Context: an optimization exercise on an open-source flow, tuned for small area. The choices shown serve that exercise and are no tape-out recipe. Only simulation tests tie the RTL to the original design; equivalence was not proved. Power and IR drop assume default switching activity.

File: flow/design.v
module siggen_wave_rom (
    input  wire [1:0] sel,
    input  wire [6:0] phase,
    output wire [7:0] sample
);
    reg [7:0] rom [0:399];
    initial $readmemh("wave_rom.hex", rom);
    wire [8:0] addr = {7'd0, sel} * 9'd100 + {2'd0, phase};
    assign sample = rom[addr];
endmodule
module siggen_transform (
    input  wire [7:0]  s,
    input  wire [9:0]  amp,
    input  wire [10:0] off,
    output wire [7:0]  dac_val
);
    wire [8:0]  h = amp[9:1];                   
    wire [11:0] k = 12'd2500 / {3'd0, h};               
    wire [7:0]  q = s / k[7:0];                 
    wire [18:0] m = (off * 19'd255) / 19'd1250;  
    wire [7:0]  t = 8'd255 - m[7:0];            
    wire [8:0]  raw = {1'b0, q} - {1'b0, t};    
    assign dac_val = raw[7:0];
endmodule
module siggen_cmd (
    input  wire        clk,
    input  wire        rst,
    input  wire        exec,
    input  wire        key_valid,
    input  wire [3:0]  key_code,
    output reg  [9:0]  amp_nx,
    output reg  [10:0] off_nx,
    output reg  [29:0] freq_nx,
    output reg  [3:0]  status
);
    localparam [3:0] ST_NONE      = 4'd0,
                     ST_BAD_AMP   = 4'd1,
                     ST_BAD_OFF   = 4'd2,
                     ST_BAD_FREQ  = 4'd3,
                     ST_PARSE     = 4'd4,
                     ST_OVERFLOW  = 4'd5,
                     ST_NOPREFIX  = 4'd6,
                     ST_OK_AMP    = 4'd9,
                     ST_OK_OFF    = 4'd10,
                     ST_OK_FREQ   = 4'd11;
    localparam [3:0] KEY_A = 4'd3, KEY_B = 4'd7, KEY_C = 4'd11, KEY_D = 4'd15;
    reg [9:0]  amp;
    reg [10:0] off;
    reg [29:0] freq;
    reg [3:0]  buf_code [0:8];
    reg [3:0]  len;
    reg [3:0]  len_nx;
    reg        buf_we;
    function automatic [4:0] digit_of(input [3:0] code);
        case (code)
            4'd0:  digit_of = {1'b1, 4'd1};
            4'd1:  digit_of = {1'b1, 4'd2};
            4'd2:  digit_of = {1'b1, 4'd3};
            4'd4:  digit_of = {1'b1, 4'd4};
            4'd5:  digit_of = {1'b1, 4'd5};
            4'd6:  digit_of = {1'b1, 4'd6};
            4'd8:  digit_of = {1'b1, 4'd7};
            4'd9:  digit_of = {1'b1, 4'd8};
            4'd10: digit_of = {1'b1, 4'd9};
            4'd13: digit_of = {1'b1, 4'd0};
            default: digit_of = 5'd0;
        endcase
    endfunction
    reg [26:0] value;
    reg        numeric;
    reg [4:0]  dig;
    integer i;
    always @(*) begin
        value   = 27'd0;
        numeric = (len > 4'd1);
        dig     = 5'd0;
        for (i = 1; i < 9; i = i + 1) begin
            if (i < len) begin
                dig = digit_of(buf_code[i]);
                if (!dig[4])
                    numeric = 1'b0;
                value = value * 27'd10 + {23'd0, dig[3:0]};
            end
        end
    end
    always @(*) begin
        amp_nx  = amp;
        off_nx  = off;
        freq_nx = freq;
        status  = ST_NONE;
        len_nx  = len;
        buf_we  = 1'b0;
        if (key_valid) begin
            if (key_code == KEY_D) begin
                len_nx = 4'd0;
                if (len == 4'd0) begin
                    status = ST_NOPREFIX;
                end else if (buf_code[0] == KEY_A) begin
                    if (!numeric)
                        status = ST_PARSE;
                    else if (value >= 27'd100 && value <= 27'd2500) begin
                        amp_nx = value[11:2];
                        status = ST_OK_AMP;
                    end else
                        status = ST_BAD_AMP;
                end else if (buf_code[0] == KEY_B) begin
                    if (!numeric)
                        status = ST_PARSE;
                    else if (value >= 27'd50 && value <= 27'd1250) begin
                        off_nx = value[10:0];
                        status = ST_OK_OFF;
                    end else
                        status = ST_BAD_OFF;
                end else if (buf_code[0] == KEY_C) begin
                    if (!numeric)
                        status = ST_PARSE;
                    else if (value >= 27'd1 && value <= 27'd12000000) begin
                        freq_nx = value[23:0] * 30'd50;
                        status  = ST_OK_FREQ;
                    end else
                        status = ST_BAD_FREQ;
                end else begin
                    status = ST_NOPREFIX;
                end
            end else if (len == 4'd9) begin
                len_nx = 4'd0;
                status = ST_OVERFLOW;
            end else begin
                buf_we = 1'b1;
                len_nx = len + 4'd1;
            end
        end
    end
    always @(posedge clk) begin
        if (rst) begin
            amp  <= 10'd250;
            off  <= 11'd100;
            freq <= 30'd50;
            len  <= 4'd0;
        end else if (exec) begin
            amp  <= amp_nx;
            off  <= off_nx;
            freq <= freq_nx;
            len  <= len_nx;
        end
    end
    always @(posedge clk) begin
        if (exec && buf_we)
            buf_code[len] <= key_code;
    end
endmodule
module siggen (
    input  wire        clk,
    input  wire        rst,
    input  wire [31:0] now,
    input  wire [3:0]  col,
    input  wire        btn,
    output reg  [3:0]  row_sel,
    output reg  [7:0]  dac,
    output reg  [3:0]  status,
    output reg         emit,
    output reg         done
);
    localparam [31:0] KEY_WINDOW = 32'd500;
    localparam [31:0] BTN_WINDOW = 32'd300;
    reg  [3:0] step;
    wire       exec = (step == 4'd7);
    always @(posedge clk) begin
        if (rst)
            step <= 4'd0;
        else if (step == 4'd8)
            step <= 4'd0;
        else
            step <= step + 4'd1;
    end
    always @(*) begin
        case (step)
            4'd0:    row_sel = 4'b0001;
            4'd2:    row_sel = 4'b0010;
            4'd4:    row_sel = 4'b0100;
            4'd6:    row_sel = 4'b1000;
            default: row_sel = 4'b0000;
        endcase
    end
    reg [15:0] scan_word;      
    always @(posedge clk) begin
        case (step)
            4'd0: scan_word[3:0]   <= col;
            4'd2: scan_word[7:4]   <= col;
            4'd4: scan_word[11:8]  <= col;
            4'd6: scan_word[15:12] <= col;
            default: ;
        endcase
    end
    reg [31:0] t_key;
    wire       key_window_ok = (now - t_key) >= KEY_WINDOW;
    wire       key_valid = (scan_word != 16'd0) && key_window_ok;
    reg [3:0] key_code;
    integer   b;
    always @(*) begin
        key_code = 4'd0;
        for (b = 15; b >= 0; b = b - 1)
            if (scan_word[b])
                key_code = b[3:0];
    end
    wire [9:0]  amp_nx;
    wire [10:0] off_nx;
    wire [29:0] freq_nx;
    wire [3:0]  cmd_status;
    siggen_cmd u_cmd (
        .clk       (clk),
        .rst       (rst),
        .exec      (exec),
        .key_valid (key_valid),
        .key_code  (key_code),
        .amp_nx    (amp_nx),
        .off_nx    (off_nx),
        .freq_nx   (freq_nx),
        .status    (cmd_status)
    );
    reg  [31:0] t_btn;
    reg         btn_prev;
    reg  [1:0]  sel;
    wire        btn_accept = !btn_prev && btn && ((now - t_btn) >= BTN_WINDOW);
    wire [1:0]  sel_nx = btn_accept ? sel + 2'd1 : sel;
    reg  [31:0] deadline;
    reg         first;         
    reg  [6:0]  phase;
    wire [31:0] deadline_cur = first ? now : deadline;
    wire [31:0] late         = now - deadline_cur;
    wire        due          = !late[31];
    wire [29:0] interval     = 30'd1000 / freq_nx;
    wire [7:0] sample;
    wire [7:0] dac_val;
    siggen_wave_rom u_rom (
        .sel    (sel_nx),
        .phase  (phase),
        .sample (sample)
    );
    siggen_transform u_xform (
        .s       (sample),
        .amp     (amp_nx),
        .off     (off_nx),
        .dac_val (dac_val)
    );
    always @(posedge clk) begin
        if (rst) begin
            t_key    <= 32'd0;
            t_btn    <= 32'd0;
            btn_prev <= 1'b0;
            sel      <= 2'd0;
            deadline <= 32'd0;
            first    <= 1'b1;
            phase    <= 7'd0;
            dac      <= 8'd0;
            status   <= 4'd0;
            emit     <= 1'b0;
            done     <= 1'b0;
        end else begin
            done <= exec;
            if (exec) begin
                if (key_valid)
                    t_key <= now;
                if (btn_accept)
                    t_btn <= now;
                btn_prev <= btn;
                sel      <= sel_nx;
                status   <= cmd_status;
                first    <= 1'b0;
                emit     <= due;
                if (due) begin
                    deadline <= deadline_cur + {2'b00, interval};
                    dac      <= dac_val;
                    phase    <= (phase == 7'd99) ? 7'd0 : phase + 7'd1;
                end else begin
                    deadline <= deadline_cur;
                end
            end
        end
    end
endmodule
File: flow/run.sh
#!/bin/bash
# synth_recipe.tcl (not shown) runs the flow's synth.tcl, then flattens the netlist and writes it again
# the make line also repeats each setting of config.mk as NAME=value (left out here)
make -C /OpenROAD-flow-scripts/flow DESIGN_CONFIG=/design/flow/config.mk WORK_HOME=/design/flow/orfs CLKGATE_MAP_FILE= SYNTH_SCRIPT=/design/flow/synth_recipe.tcl finish
File: flow/wave_rom.hex
80
88
8f
97
9f
a7
ae
b6
bd
c4
ca
d1
d7
dc
e2
e7
eb
ef
f3
f6
f9
fb
fd
fe
ff
ff
ff
fe
fd
fb
f9
f6
f3
ef
eb
e7
e2
dc
d7
d1
ca
c4
bd
b6
ae
a7
9f
97
8f
88
80
77
70
68
60
58
51
49
42
3b
35
2e
28
23
1d
18
14
10
0c
09
06
04
02
01
00
00
00
01
02
04
06
09
0c
10
14
18
1d
23
28
2e
35
3b
42
49
51
58
60
68
70
77
00
05
0a
0f
14
19
1e
23
28
2d
33
38
3d
42
47
4c
51
56
5b
60
66
6b
70
75
7a
7f
84
89
8e
93
99
9e
a3
a8
ad
b2
b7
bc
c1
c6
cc
d1
d6
db
e0
e5
ea
ef
f4
f9
ff
f9
f4
ef
ea
e5
e0
db
d6
d1
cc
c6
c1
bc
b7
b2
ad
a8
a3
9e
99
93
8e
89
84
7f
7a
75
70
6b
66
60
5b
56
51
4c
47
42
3d
38
33
2d
28
23
1e
19
14
0f
0a
05
00
02
05
07
0a
0c
0f
12
14
17
19
1c
1e
21
24
26
29
2b
2e
30
33
36
38
3b
3d
40
42
45
48
4a
4d
4f
52
55
57
5a
5c
5f
61
64
67
69
6c
6e
71
73
76
79
7b
7e
80
83
85
88
8b
8d
90
92
95
97
9a
9d
9f
a2
a4
a7
aa
ac
af
b1
b4
b6
b9
bc
be
c1
c3
c6
c8
cb
ce
d0
d3
d5
d8
da
dd
e0
e2
e5
e7
ea
ec
ef
f2
f4
f7
f9
fc
ff
ff
ff
ff
ff
ff
ff
ff
ff
ff
ff
ff
ff
ff
ff
ff
ff
ff
ff
ff
ff
ff
ff
ff
ff
ff
ff
ff
ff
ff
ff
ff
ff
ff
ff
ff
ff
ff
ff
ff
ff
ff
ff
ff
ff
ff
ff
ff
ff
ff
ff
00
00
00
00
00
00
00
00
00
00
00
00
00
00
00
00
00
00
00
00
00
00
00
00
00
00
00
00
00
00
00
00
00
00
00
00
00
00
00
00
00
00
00
00
00
00
00
00
00
00
File: flow/constraint.sdc
create_clock -name core_clock -period 150.0 [get_ports {clk}]
set_input_delay 30.0000 -clock core_clock [delete_from_list [all_inputs] [get_ports {clk}]]
set_output_delay 30.0000 -clock core_clock [all_outputs]
set_load 0.01 [all_outputs]
File: flow/config.mk
export PLATFORM = sky130hd
export DESIGN_NAME = siggen
export DESIGN_NICKNAME = siggen
export VERILOG_FILES = /design/flow/design.v
export SDC_FILE = /design/flow/constraint.sdc
export NUM_CORES = 4
export LEC_CHECK = 0
export ABC_AREA = 1
export CAP_MARGIN = 20
export CORE_MARGIN = 2
export CORE_UTILIZATION = 40
export SLEW_MARGIN = 20
==> flow_metrics.py <==
metrics = {
    "status": {
        "run_status": "finished clean",
    },
    "layout": {
        "area_growth_pct": 6.40,
        "drive_above_1_share": 0.0405,
        "multi_input_gate_area_in_the_final_layout_um2": 54000,
        "final_cells": 13000,
        "fillers": 17500,
        "final-seq-area_um2": 5150,
        "layout.nets": 12000,
    },
    "floorplan": {
        "die_height_um": 410,
        "fp.coreArea_um2": 163000,
        "die-area_um2": 168000,
        "num_rows": 148,
        "ioPinCount": 57,
        "starting_density_of_the_core": 0.404,
        "die_x_um": 410,
    },
    "critical_path": {
        "endpoint_required_time_on_the_critical_path_ns": 150.44,
        "critical_path_cell_count": 561,
        "cp_max_fo": 39,
        "crit_path_end": "deadline[30]",
        "cp_num_buf_inv": 76,
        "cp-end-kind": "flop",
        "r2r_setup_slack_ns": 40.71,
        "critPathMaxStageDelay_ns": 0.76,
        "critical_path_class": "input pin to flop",
        "kind_of_cell_adding_the_most_delay_to_the_critical_path": "compound AO/OA/AOI/OAI gates",
        "critPathMostFrequentCell": "sky130_fd_sc_hd__nand2_1",
        "critical-path-slowest-cell": "sky130_fd_sc_hd__inv_1",
        "crit_path_dat_ns": 124.00,
        "cp-start-kind": "input pin",
        "worstReg2RegEnd": "deadline[30]",
        "rr_startpoint": "u_cmd.len[3]",
        "worst_setup_path_startpoint": "now[2]",
        "worst_r2r_path_depth": 625,
    },
    "power_and_ir_drop": {
        "logic_pwr_share": 0.999,
        "power_density_nw_per_um2": 4130,
        "power_of_the_combinational_group_mw": 290,
        "power_clock_mw": 0.0864,
        "switching_power_mw": 177,
        "pwr.group.sequential_mw": 0.0662,
        "sequentialPowerShare": 0,
        "p_int_mw": 112,
        "power.leakage_nw": 36.9,
        "total_power_of_the_final_layout_mw": 290,
        "irDropWorstVdd_uv": 9920,
        "swShare": 0.613,
        "power.largest_group": "combinational cells",
        "power.share.clock": 0,
    },
    "min_path": {
        "min_delay_path_depth": 2,
        "hold_path.class": "flop to flop",
        "min_from": "t_key[17]",
        "timing.hold.worst_endpoint": "t_key[17]",
    },
    "timing": {
        "setup_repair_after_global_routing_missed_its_margin": "no",
        "setup_viol": 0,
        "slew_headroom": 0.290,
        "report.final.hold_viol_count": 0,
        "timing_worst_slew_pin_value_ns": 1.06,
        "timing.final.crit_share": 0.824,
        "fin_setup_tns_ns": 0,
        "finalWorstPathRequiredPeriod_ns": 123.56,
        "achievable-frequency_mhz": 8.09,
        "timing.final.max_slew_violations": 0,
        "finClkSkew_ns": 0.0332,
    },
    "yosys": {
        "yosys_register_bits": 231,
        "synth_cells": 10800,
        "synth_top_flop_cell": "sky130_fd_sc_hd__dfxtp_1",
        "synth_area_per_cell_um2": 6.11,
        "ys_warn_count": 3,
        "synth_edf_count": 52,
        "asyncSetResetFlopFracSynth": 0,
        "synth_cell_types": 90,
        "sequential_element_share_of_the_synthesized_area": 0.0780,
        "synth.cell_area_um2": 65900,
    },
    "clocking": {
        "cts.hold.buffers_added": 0,
        "h-tree-depth": 2,
        "clk_path_buf_depth": 3,
        "cts_buffers": 34,
        "ctsResizeCount": 0,
        "tritoncts_clock_tree": "yes",
        "clock_latency_ns": 0.56,
        "clkSinkCount": 231,
        "cts_setup_buffers": 0,
        "clk_root_buffer_cell": "sky130_fd_sc_hd__clkbuf_16",
        "cts.reportedPaths.clkPinSlew_ns": 0.06,
    },
    "placement": {
        "io_buffers": 56,
        "hpwlAfterDp_um": 180000,
        "place_congestion": 0.975,
        "place_inst": 12900,
    },
    "detailed_routing": {
        "detail_route.wirelength_um": 223000,
        "initialDrtViolationCount": 5166,
        "drt_drc_violations_left": 0,
        "vias": 69900,
        "viasPerCell": 5.40,
        "post_drt_wl_per_cell_um": 17.2,
        "drt_first_pass_iters": 8,
        "antenna_left": 0,
    },
    "grt": {
        "grt_pass1_wl_um": 350000,
        "grt_antenna_before_repair": 17,
        "globalRouteTotalUtil": 0.255,
        "grt_max_degree": 93,
        "via_count_of_the_first_global_routing_pass": 65400,
        "grt.overflow.total": 0,
    },
    "job": {
        "cap_viol_max_count": 0,
    },
}
==> worst max path at each step <==
stage / slack (ns) / end / from
3_3_place_gp: 30.38 / deadline[30] / now[4]
2_1_floorplan: 46.73 / deadline[30] / now[2]
==> flip-flops by register name (all words and copies together) (netlist names) <==
name and flops:
dac 8, u_cmd.amp 9, sel 2, u_cmd.buf_code 36, scan_word 16, t_btn 32, t_key 32, first 1
phase 7, u_cmd.freq 30, btn_prev 1, done 1, emit 1, u_cmd.len 4, step 4, status 4
u_cmd.off 11, deadline 32
==> layout by cell type (no fill, tap or decap), types with 12 or more instances in the layout <==
cell and count:
sky130_fd_sc_hd__a211oi_1 29, sky130_fd_sc_hd__a21boi_0 12, sky130_fd_sc_hd__a21o_1 46, sky130_fd_sc_hd__a21oi_1 956
sky130_fd_sc_hd__a31oi_1 52, sky130_fd_sc_hd__buf_4 89, sky130_fd_sc_hd__clkbuf_16 36, sky130_fd_sc_hd__clkdlybuf4s50_1 55
sky130_fd_sc_hd__dfxtp_1 178, sky130_fd_sc_hd__edfxtp_1 52, sky130_fd_sc_hd__fa_1 85, sky130_fd_sc_hd__ha_1 1109
sky130_fd_sc_hd__inv_1 1523, sky130_fd_sc_hd__inv_2 25, sky130_fd_sc_hd__nand2_1 2646, sky130_fd_sc_hd__nand2_2 36
sky130_fd_sc_hd__nand3_1 600, sky130_fd_sc_hd__nand3_2 12, sky130_fd_sc_hd__nand3b_1 35, sky130_fd_sc_hd__nand4_1 131
sky130_fd_sc_hd__nor2_1 858, sky130_fd_sc_hd__nor2_2 19, sky130_fd_sc_hd__nor3_1 115, sky130_fd_sc_hd__nor4_1 22
sky130_fd_sc_hd__o211ai_1 77, sky130_fd_sc_hd__o21a_1 27, sky130_fd_sc_hd__o21ai_0 673, sky130_fd_sc_hd__o21ai_1 117
sky130_fd_sc_hd__o21ai_2 14, sky130_fd_sc_hd__o21bai_1 132, sky130_fd_sc_hd__o221ai_1 19, sky130_fd_sc_hd__o311ai_0 14
sky130_fd_sc_hd__o31ai_1 47, sky130_fd_sc_hd__or2_2 119, sky130_fd_sc_hd__xnor2_1 201, sky130_fd_sc_hd__xor2_1 421
==> cell usage after synthesis, types with 132 or more instances <==
master	number	area (um^2)
sky130_fd_sc_hd__nand2_1	2647	9940
sky130_fd_sc_hd__inv_1	1524	5720
sky130_fd_sc_hd__ha_1	1109	13900
sky130_fd_sc_hd__a21oi_1	957	4790
sky130_fd_sc_hd__nor2_1	859	3220
sky130_fd_sc_hd__o21ai_0	678	3390
sky130_fd_sc_hd__nand3_1	601	3010
sky130_fd_sc_hd__xor2_1	421	3690
sky130_fd_sc_hd__xnor2_1	201	1760
sky130_fd_sc_hd__dfxtp_1	179	3580
sky130_fd_sc_hd__clkbuf_1	144	541
sky130_fd_sc_hd__o21bai_1	132	991
==> layout make-up <==
| type | count | area share |
|---|---|---|
| diodes | 7 | 0.000250 |
| clock buffers | 41 | 0.0137 |
| clock inverters | 20 | 0.00350 |
| inverters | 1559 | 0.0835 |
| multi-input cells | 8784 | 0.769 |
| flip-flops and latches | 231 | 0.0734 |
| well taps | 2175 | 0.0388 |
| repair buffers | 145 | 0.0177 |
==> through the flow <==
stage	cell area, um^2	util	worst slack (ns)	hold WS, ns
final	70100	0.430	26.44	0.454
after global routing	70100	0.430	15.29	0.474
after CTS	70100	0.430	27.66	0.461
after detailed placement	68900	0.422	27.52	0.452
after global placement	68900	0.422	30.38	0.444
after floorplan	65900	-	46.73	0.433
==> power by group through the flow <==
stage / clock, mW / sequential [mW] / combinational (mW)
2_1_floorplan: 0 / 0.0676 / 361
3_3_place_gp: 0 / 0.0677 / 289
==> metal layers <==
metal,vias to the layer above,part of all wire,track usage
met5,-,0.00050,0
li1,35700,-,-
met4,18,0.038,0.0886
met1,32000,0.46,0.338
met3,392,0.054,0.0263
met2,1754,0.45,0.428
==> cell families (layout without fill, tap and decap cells) <==
kind of cell             count (synthesis)  after routing  share of synthesized area
AO/OA/AOI/OAI                         2301           2301                      0.197
XOR/XNOR                               627            627                     0.0839
adder cells (fa/ha/maj)               1194           1194                      0.236
buffers and inverters                 1782           1765                      0.105
flip-flops                             231            231                     0.0780
multiplexers                            10             10                    0.00154
other                                    1             10                  0.0000569
AND/OR/NAND/NOR                       4649           4649                      0.298

-- re-timing with driven ports --
No port has a modelled driver above. Below, the same layout with a new extraction and two added sets of constraints. Step 1 sets driving cells, clkbuf_16 on the clock port and buf_2 on the other inputs (assumed; they add their load-dependent delay and slew). Step 2 also shifts input and output timing later by t, the mid clock arrival at the registers, as if the neighbouring blocks saw the same clock. Three values: no drivers, after step 1, after step 2; two values: the first two.
t, ns: 0.629
setup slack, ns: 26.439 / 26.406 / 25.778
latest minus earliest clock arrival (ns): 0.033 / 0.033
worst register clock-pin slew, ns: 0.07 / 0.07
After both steps this run still meets setup and hold. The setup slack of this run moves by -0.033 ns with the drivers and by -0.661 ns with both steps.
